Background: an optimization exercise with open tools, aiming at small area, a short achievable clock period and few clock cycles per item. Do not read the settings as production practice.
Function was checked by simulation only, so behaviour that the tests miss may differ from the original.

==> flow/design.v (excerpt) <==
module bcc_block (
  input  wire         clk,
  input  wire         rst,           
  input  wire         in_valid,
  output wire         in_ready,
  input  wire         in_decrypt,    
  input  wire [4:0]   in_keylen,     
  input  wire [127:0] in_key,
  input  wire [63:0]  in_block,
  output wire         out_valid,
  input  wire         out_ready,
  output wire [63:0]  out_block
);
  function [7:0] add8(input [7:0] a, input [7:0] c);
    integer k;
    reg cy;
    begin
      cy = 1'b0;
      for (k = 0; k < 8; k = k + 1) begin
        add8[k] = a[k] ^ c[k] ^ cy;
        cy = (a[k] & c[k]) | (cy & (a[k] | c[k]));
      end
    end
  endfunction
  reg        v0;
  reg        d0;
  reg [63:0] x0;
  reg [63:0] k0;
  reg        v1;
  reg        d1;
  reg [63:0] x1;
  reg [63:0] k1;
  reg        v2;
  reg        d2;
  reg [63:0] x2;
  reg [63:0] k2;
  wire stall = v2 & ~out_ready;
  assign in_ready  = ~stall;
  assign out_valid = v2;
  reg [63:0] ek;
  always @* begin
    ek[7:0] = in_key[7:0];
    case (in_keylen)
      5'd1: ek[15:8] = in_key[7:0];
      default: ek[15:8] = in_key[15:8];
    endcase
    case (in_keylen)
      5'd1, 5'd2: ek[23:16] = in_key[7:0];
      default: ek[23:16] = in_key[23:16];
    endcase
    case (in_keylen)
      5'd1, 5'd3: ek[31:24] = in_key[7:0];
      5'd2: ek[31:24] = in_key[15:8];
      default: ek[31:24] = in_key[31:24];
    endcase
    case (in_keylen)
      5'd1, 5'd2, 5'd4: ek[39:32] = in_key[7:0];
      5'd3: ek[39:32] = in_key[15:8];
      default: ek[39:32] = in_key[39:32];
    endcase
    case (in_keylen)
      5'd1, 5'd5: ek[47:40] = in_key[7:0];
      5'd2, 5'd4: ek[47:40] = in_key[15:8];
  ...
Settings: LEC_CHECK=0, CAP_MARGIN=20, CORE_MARGIN=2, CORE_UTILIZATION=40, SLEW_MARGIN=20; clock period 12.0 ns.
standard.sh (not shown) runs the stock make flow with config.mk's settings and CLKGATE_MAP_FILE= SYNTH_SCRIPT=/design/flow/synth_recipe.tcl, a recipe that flattens the netlist after the stock synthesis.
==> flow/flow/run.sh <==
#!/bin/bash
bash standard.sh SETUP_SLACK_MARGIN=7 finish > flow_make.log 2>&1
The baseline went through all stages and came out clean.
Testbench counts at the start, summed over its fixed seeds: cycles 1,624, items 1,600.
Then changed:
==> flow/run.sh (new file) <==
#!/bin/bash
# synth_recipe.tcl (not shown) runs the flow's synth.tcl, then flattens the netlist and writes it again
# the make line also repeats each setting of config.mk as NAME=value (left out here)
make -C /OpenROAD-flow-scripts/flow DESIGN_CONFIG=/design/flow/config.mk WORK_HOME=/design/flow/orfs CLKGATE_MAP_FILE= SYNTH_SCRIPT=/design/flow/synth_recipe.tcl finish
Settings changed: SETUP_SLACK_MARGIN set to 5.
removed: flow/flow/run.sh
removed: flow/standard.sh
After rerunning:
- The new run completed with no timing, DRC or antenna violations
- count of clock-buffer cells in the layout grows by 2
- final cell count decreases by 4.7%
- register-to-register slack loses 1.1 ns
- global-route usage shrinks by 2.0 points
- area after synthesis does not change
- die area is unchanged
- utilization shrinks by 8.2 points
- routed wire length falls by 7.4%
- setup slack got worse by 0.51 ns


bcc_block, a different RTL version from the one above (not shown whole).
Size in the first run: roughly 460 flip-flops, roughly 270 I/O pins, ~39000 µm² of cells after synthesis.
clock: 12.0 ns
lec_check: 0
cap_margin: 20
core_margin: 2
core_utilization: 70
cts_buf_list: sky130_fd_sc_hd__clkbuf_4 sky130_fd_sc_hd__clkbuf_8
place_density: 0.75
slew_margin: 20
==> flow/flow/run.sh <==
#!/bin/bash
bash standard.sh "BUFFER_PORTS_ARGS=-buffer_cell sky130_fd_sc_hd__buf_1" SETUP_SLACK_MARGIN=6.7 finish > flow_make.log 2>&1
The baseline finished with timing, DRC and antenna clean.
Testbench counts at the start, summed over its fixed seeds: cycles 1,632, items 1,600.
==> next run, changes <==
CORE_UTILIZATION = 80   (was 70)
PLACE_DENSITY = unset   (was 0.75)
With this change the flow stopped in 5_1_grt (GRT-0232).
Synthesized cell count stays the same.
Synthesized area is unchanged.
==> next run, changes <==
CORE_UTILIZATION = 70   (was 80)
CTS_BUF_LIST = unset   (was sky130_fd_sc_hd__clkbuf_4 sky130_fd_sc_hd__clkbuf_8)
After rerunning: The new run finished with timing, DRC and antenna clean. Synthesized area is unchanged. Synthesized cell count is unchanged.

==> static timing again, ports no longer ideal <==
Ports are ideal in the flow. The routed layouts listed here were re-timed in OpenROAD. Step 1: set_driving_cell puts a clkbuf_16 on clk and a buf_2 on each other input, an assumption about the parent block. Step 2 moves the port delays by t, midway between the first and last clock arrival at a register: inputs arrive t later, outputs are due t later. That takes back most of the time a late clock gives input paths. a / b / c = ideal / step 1 / step 2; a / b = the first two.
run	shift t [ns]	slack for setup (ns)	worst setup path at the end
the first run of note 1	0.633	5.493 / 5.523 / 4.889	input to register
the second run of note 1	0.643	4.987 / 5.021 / 4.394	input to register
the first run of note 2	0.754	6.722 / 6.697 / 6.024	input to register
the third run of note 2	0.684	6.634 / 6.666 / 5.982	input to register
After both steps setup and hold are still met in every run listed. For the first run of note 2, which loses most, drivers alone change the setup slack by -0.025 ns; drivers and shift together by -0.698 ns.
